From an optimization exercise on the open Yosys and OpenROAD flow, aimed at small area, a short achievable clock period and few clock cycles per item; shortcuts taken in it are not production practice.
In this exercise RTL edits were held to simulation tests only and were not proved equivalent to the original.
No driver is modelled on the clock port, so clocking that relies on it looks cheaper here than on a real chip.
Power figures rest on the tool's default switching activity, not on a simulated workload.

Setup of job 101:
// quik_frame_parser
module quik_frame_parser (
    input  wire         clk,
    input  wire         rst_n,
    input  wire         start_valid,
    output wire         start_ready,
    input  wire [15:0]  start_len,
    input  wire         in_valid,
    output wire         in_ready,
    input  wire [7:0]   in_data,
    output wire         out_valid,
    input  wire         out_ready,
    output wire [2:0]   out_res,
    output wire [4:0]   out_kind,
    output wire [61:0]  out_type,
    output wire [61:0]  out_f0,
    output wire [61:0]  out_f1,
    output wire [61:0]  out_f2,
    output wire [61:0]  out_f3,
    output wire [61:0]  out_f4,
    output wire [61:0]  out_f5,
    output wire [61:0]  out_f6,
    output wire         out_fin,
    output wire         out_off_p,
    output wire         out_len_p,
    output wire         out_ecn_p,
    output wire         out_ft_p,
    output wire [15:0]  out_data_start,
    output wire [15:0]  out_data_len,
    output wire [4:0]   out_cid_len,
    output wire [159:0] out_cid,
    output wire [127:0] out_srt,
    output wire [63:0]  out_pdata,
    output wire [2:0]   out_err_kind,
    output wire [7:0]   out_err_sub,
    output wire [15:0]  out_err_pos
);
Settings: LEC_CHECK=0, CAP_MARGIN=20, CORE_MARGIN=2, CORE_UTILIZATION=50, SLEW_MARGIN=20; clock period 10.0 ns.
standard.sh (not shown) runs the stock make flow with config.mk's settings and CLKGATE_MAP_FILE= SYNTH_SCRIPT=/design/flow/synth_recipe.tcl, a recipe that flattens the netlist after the stock synthesis.
==> flow/flow/run.sh <==
#!/bin/bash
# Standard ORFS layout, with the port buffers made of sky130_fd_sc_hd__buf_1
# instead of the buffer buffer_ports would pick by itself.
set -euo pipefail
export BUFFER_PORTS_ARGS="-buffer_cell sky130_fd_sc_hd__buf_1"
bash standard.sh synth > synth.log 2>&1
bash standard.sh > layout.log 2>&1
Stage in which a tool error killed job 101: I/O pin placement.
Testbench counts of job 101, summed over its fixed seeds: cycles 166,662, bytes 160,634.
Edits applied to the flow inputs when going from job 101 to job 102:
- swapping 50 for 40 in CORE_UTILIZATION
==> run summary <==
Job 102: no failed stages, no open violations at the end
[compare] base=job 101 new=job 102: synthesized flop and latch total comparable, starting density of the core decreased 10 points, horizontal die dimension increased by about 12% relative to the old numbers, fraction of synthesized area in multiplexers flat, per-instance average area after synthesis now sits at about the same level.
Going from job 101 to job 102, proportion of register bits with asynchronous set or reset after synthesis held steady; vertical die dimension grew by about 12%; row count grew by 12%.
For job 103, these inputs were changed with respect to job 102:
- an added ABC_CLOCK_PERIOD_IN_PS of 3000
- a change of CORE_UTILIZATION from 40 to 50
## What came out
Job 103 failed in I/O pin placement with PPL-0024.
Relative to job 102, the die extent in x measured on job 103 has decreased by more than 10%.
Reported for job 103 and job 102, count of mapped cells out of synthesis turned out identical to the last digit.
Synthesized area: job 102 vs job 103 identical
Taking job 102 as the reference point, the height of the chip of job 103 falls by 29 µm.
Job 103 vs. job 102: synthesized area per cell ~0 delta; effective utilization at floorplan climbed 10 points.

Another version of the RTL of quik_frame_parser (not shown whole).
For scale: about 3400 cells after synthesis, roughly 32000 um2 of cells after synthesis.
==> flow/design.v (excerpt) <==
module quik_frame_parser (
    input  wire         clk,
    input  wire         rst_n,
    input  wire         start_valid,
    output wire         start_ready,
    input  wire [15:0]  start_len,
    input  wire         in_valid,
    output wire         in_ready,
    input  wire [7:0]   in_data,
    output wire         out_valid,
    input  wire         out_ready,
    output wire [2:0]   out_res,
    output wire [4:0]   out_kind,
    output wire [61:0]  out_type,
    output wire [61:0]  out_f0,
    output wire [61:0]  out_f1,
    output wire [61:0]  out_f2,
    output wire [61:0]  out_f3,
    output wire [61:0]  out_f4,
    output wire [61:0]  out_f5,
    output wire [61:0]  out_f6,
    output wire         out_fin,
    output wire         out_off_p,
    output wire         out_len_p,
    output wire         out_ecn_p,
    output wire         out_ft_p,
    output wire [15:0]  out_data_start,
    output wire [15:0]  out_data_len,
    output wire [4:0]   out_cid_len,
    output wire [159:0] out_cid,
    output wire [127:0] out_srt,
    output wire [63:0]  out_pdata,
    output wire [2:0]   out_err_kind,
    output wire [7:0]   out_err_sub,
    output wire [15:0]  out_err_pos
);
Settings: LEC_CHECK=0, CAP_MARGIN=20, CORE_MARGIN=2, CORE_UTILIZATION=40, SLEW_MARGIN=20; clock period 10.0 ns.
run.sh (not shown) runs the stock make flow with config.mk's settings and CLKGATE_MAP_FILE= SYNTH_SCRIPT=/design/flow/synth_recipe.tcl, a recipe that flattens the netlist after the stock synthesis.
Stock flow here: none of the scripts above is used.
The first run ran to the end with no violations.
Testbench counts at the start, summed over its fixed seeds: cycles 163,598, bytes 160,634.
Change:
==> flow/flow/run.sh (new file) <==
#!/bin/bash
# Standard ORFS layout, with the port buffers made of sky130_fd_sc_hd__buf_1
# instead of the buffer buffer_ports would pick by itself.
set -euo pipefail
export BUFFER_PORTS_ARGS="-buffer_cell sky130_fd_sc_hd__buf_1"
bash standard.sh synth > synth.log 2>&1
bash standard.sh > layout.log 2>&1
==> flow/standard.sh (new file) <==
#!/bin/bash
# synth_recipe.tcl (not shown) runs the flow's synth.tcl, then flattens the netlist and writes it again
# the make line also repeats each setting of config.mk as NAME=value (left out here)
make -C /OpenROAD-flow-scripts/flow DESIGN_CONFIG=/design/flow/config.mk WORK_HOME=/design/flow/orfs CLKGATE_MAP_FILE= SYNTH_SCRIPT=/design/flow/synth_recipe.tcl "${@:-finish}"
removed: flow/run.sh
Result: The new run completed with no timing, DRC or antenna violations. Power shrinks by 4.0%. Critical path depth rises by 1. Cell count hardly moves. Setup slack is worse by 0.31 ns. Die area stays the same. Worst hold slack is about the same. Fmax went down by 4.1%. First-iteration DRC count rises by 3.2%. Cell area drops by 13%.

Setup of 11-22:
Another version of the RTL of quik_frame_parser (not shown whole).
For scale: about 3500 cells after synthesis, ~560 flip-flops, about 960 I/O pins.
export LEC_CHECK = 0
export CAP_MARGIN = 20
export CORE_MARGIN = 2
export CORE_UTILIZATION = 40
export SETUP_SLACK_MARGIN = 5
export SLEW_MARGIN = 20
create_clock -name core_clock -period 10.0 [get_ports {clk}]
standard.sh (not shown) runs the stock make flow with config.mk's settings and CLKGATE_MAP_FILE= SYNTH_SCRIPT=/design/flow/synth_recipe.tcl, a recipe that flattens the netlist after the stock synthesis.
==> flow/flow/run.sh <==
#!/bin/bash
# Standard ORFS layout, with the port buffers made of sky130_fd_sc_hd__buf_1 instead of
# the buffer buffer_ports would pick by itself; the input port buffers are then made
# sky130_fd_sc_hd__buf_4 after global placement (flow/post_gp.tcl).
set -euo pipefail
export BUFFER_PORTS_ARGS="-buffer_cell sky130_fd_sc_hd__buf_1"
export POST_GLOBAL_PLACE_TCL="$(pwd)/flow/post_gp.tcl"
bash standard.sh synth > synth.log 2>&1
bash standard.sh > layout.log 2>&1
==> flow/flow/post_gp.tcl <==
# Give the input ports a stronger buffer than the output ports: each input fans out
# to many cells, each output drives only its pin's load.
set n 0
foreach inst [get_cells input*] {
  if { [get_property $inst ref_name] == "sky130_fd_sc_hd__buf_1" } {
    replace_cell $inst sky130_fd_sc_hd__buf_4
    incr n
  }
}
puts "post_gp.tcl: resized $n input buffers to buf_4"
Testbench counts of 11-22, summed over its fixed seeds: cycles 163,681, bytes 160,634.
For 12-04, these inputs were changed with respect to 11-22:
==> flow/flow/run.sh <==
#!/bin/bash
# Standard ORFS layout, with:
#  - the port buffers made of sky130_fd_sc_hd__buf_1 instead of the buffer buffer_ports
#    would pick by itself, and the input port buffers then made sky130_fd_sc_hd__buf_4
#    after global placement (flow/post_gp.tcl);
#  - one more setup repair after CTS toward a tighter target (flow/post_cts.tcl).
set -euo pipefail
export BUFFER_PORTS_ARGS="-buffer_cell sky130_fd_sc_hd__buf_1"
export POST_GLOBAL_PLACE_TCL="$(pwd)/flow/post_gp.tcl"
export POST_CTS_TCL="$(pwd)/flow/post_cts.tcl"
bash standard.sh synth > synth.log 2>&1
bash standard.sh > layout.log 2>&1
==> flow/flow/post_cts.tcl (new file) <==
repair_timing -setup -setup_margin 6.2 -repair_tns 100 -verbose
detailed_placement
check_placement -verbose
--- outcome ---
- 12-04: done, clean on timing, DRC and antenna
- 11-22 and 12-04 ended up with roughly the same worst slew slack as a fraction of its limit.
- When 12-04 is set beside 11-22, its internal power contribution turns out to be 0.39 mW larger.
- Worst slack on hold paths ends up higher on 11-22.
- Part of the total power dissipated in combinational logic in 12-04 is 4.1 points above 11-22.
- Average vias per placed instance ended up 1.8% higher on 12-04 than on 11-22.

12-24:
Another version of the RTL of quik_frame_parser (not shown whole).
Size in the first run: roughly 3,300 cells after synthesis, about 560 flip-flops.
Settings: LEC_CHECK=0, CAP_MARGIN=20, CORE_MARGIN=2, CORE_UTILIZATION=40, SETUP_SLACK_MARGIN=5, SLEW_MARGIN=20; clock period 10.0 ns.
==> flow/flow/run.sh <==
#!/bin/bash
# Standard ORFS layout, with:
#  - the port buffers made of sky130_fd_sc_hd__buf_1 instead of the buffer buffer_ports
#    would pick by itself, and the input port buffers then made sky130_fd_sc_hd__buf_4
#    after global placement (flow/post_gp.tcl);
#  - one more setup repair after CTS and after global routing toward a tighter target
#    (flow/post_cts.tcl, flow/post_grt.tcl).
set -euo pipefail
export BUFFER_PORTS_ARGS="-buffer_cell sky130_fd_sc_hd__buf_1"
export POST_GLOBAL_PLACE_TCL="$(pwd)/flow/post_gp.tcl"
export POST_CTS_TCL="$(pwd)/flow/post_cts.tcl"
export POST_GLOBAL_ROUTE_TCL="$(pwd)/flow/post_grt.tcl"
bash standard.sh synth > synth.log 2>&1
bash standard.sh > layout.log 2>&1
==> flow/flow/post_cts.tcl <==
repair_timing -setup -setup_margin 6.5 -repair_tns 0 -verbose
detailed_placement
check_placement -verbose
==> flow/flow/post_grt.tcl <==
# After global routing, repair setup timing once more with global-route parasitics
# toward the same tighter target, then re-legalize and re-route the changed nets.
estimate_parasitics -global_routing
repair_timing -setup -setup_margin 6.5 -repair_tns 0 -verbose
repair_timing -hold -hold_margin 0.05 -verbose
global_route -start_incremental
detailed_placement
global_route -end_incremental
check_placement -verbose
estimate_parasitics -global_routing
Scripts as last shown in full above: flow/flow/post_gp.tcl
Testbench counts of 12-24, summed over its fixed seeds: cycles 166,662, bytes 160,634.
Input-level comparison between 11-11 and 12-24:
==> flow/flow/run.sh <==
#!/bin/bash
# Standard ORFS layout, with:
#  - the port buffers made of sky130_fd_sc_hd__buf_1 instead of the buffer buffer_ports
#    would pick by itself, and the input port buffers then made sky130_fd_sc_hd__buf_4
#    after global placement (flow/post_gp.tcl);
#  - one more setup repair after CTS toward a tighter target (flow/post_cts.tcl).
set -euo pipefail
export BUFFER_PORTS_ARGS="-buffer_cell sky130_fd_sc_hd__buf_1"
export POST_GLOBAL_PLACE_TCL="$(pwd)/flow/post_gp.tcl"
export POST_CTS_TCL="$(pwd)/flow/post_cts.tcl"
bash standard.sh synth > synth.log 2>&1
bash standard.sh > layout.log 2>&1
==> flow/flow/post_cts.tcl <==
repair_timing -setup -setup_margin 6.2 -repair_tns 100 -verbose
detailed_placement
check_placement -verbose
removed: flow/flow/post_grt.tcl
Results
- 12-24 and 11-11 ended up with roughly the same layout multi-input combinational cell count.
- Taking 12-24 as the reference point, the via total after detailed routing of 11-11 rises by 237.
- As far as reg-to-reg setup timing slack is concerned, 12-24 and 11-11 perform about the same.
- From 12-24 to 11-11 the numbers moved as follows: met3 routed wirelength now sits higher; number of iterations in the first detailed-routing pass fell by 3.
- 11-11 vs. 12-24: wire length of the first global-routing pass moved up; routed length on met1 now larger.
- Diff 12-24..11-11 | combined area of all synthesized cells | unchanged
- The synthesized cell count of 11-11 and that of 12-24 are within noise of each other.
- Summary of the comparison: cell area after layout is higher in 11-11, relative to 12-24.

[re-timing with driven ports]
The results above use ideal ports. As a check the final layouts listed here were re-extracted and re-timed, cells and wires unchanged. Step 1 (the two cells are an assumption about what drives the block):
set clk [get_ports {clk}]
set_driving_cell -lib_cell sky130_fd_sc_hd__clkbuf_16 $clk
set_driving_cell -lib_cell sky130_fd_sc_hd__buf_2 [delete_from_list [all_inputs] $clk]
Step 2 also shifts input and output timing later by t, the mid clock arrival at the registers, as if the neighbouring blocks saw the same clock. a / b / c = no drivers / after step 1 / after step 2; a / b = the first two.
| run | shift t [ns] | setup WS [ns] | hold slack, ns | pins driven straight from the clock port |
|---|---|---|---|---|
| job 102 | 0.691 | 4.408 / 4.430 / 3.739 | 0.554 / 0.554 / 0.554 | 1 |
| the first run of note 2 | 0.722 | 2.659 / 2.659 / 2.659 | 0.539 / 0.539 / 0.539 | 1 |
| the second run of note 2 | 0.708 | 2.348 / 2.348 / 2.348 | 0.541 / 0.541 / 0.541 | 1 |
| 11-22 | 0.725 | 5.001 / 5.001 / 5.001 | 0.520 / 0.520 / 0.520 | 1 |
| 12-04 | 0.728 | 5.891 / 5.870 / 5.339 | 0.516 / 0.516 / 0.516 | 1 |
| 12-24 | 0.724 | 5.927 / 5.927 / 5.307 | 0.516 / 0.516 / 0.516 | 1 |
| 11-11 | 0.722 | 5.921 / 5.921 / 5.346 | 0.516 / 0.516 / 0.516 | 1 |
After both steps setup and hold are still met in every run listed. The setup slack of job 102, which loses most, moves by +0.022 ns with the drivers and by -0.669 ns with both steps.
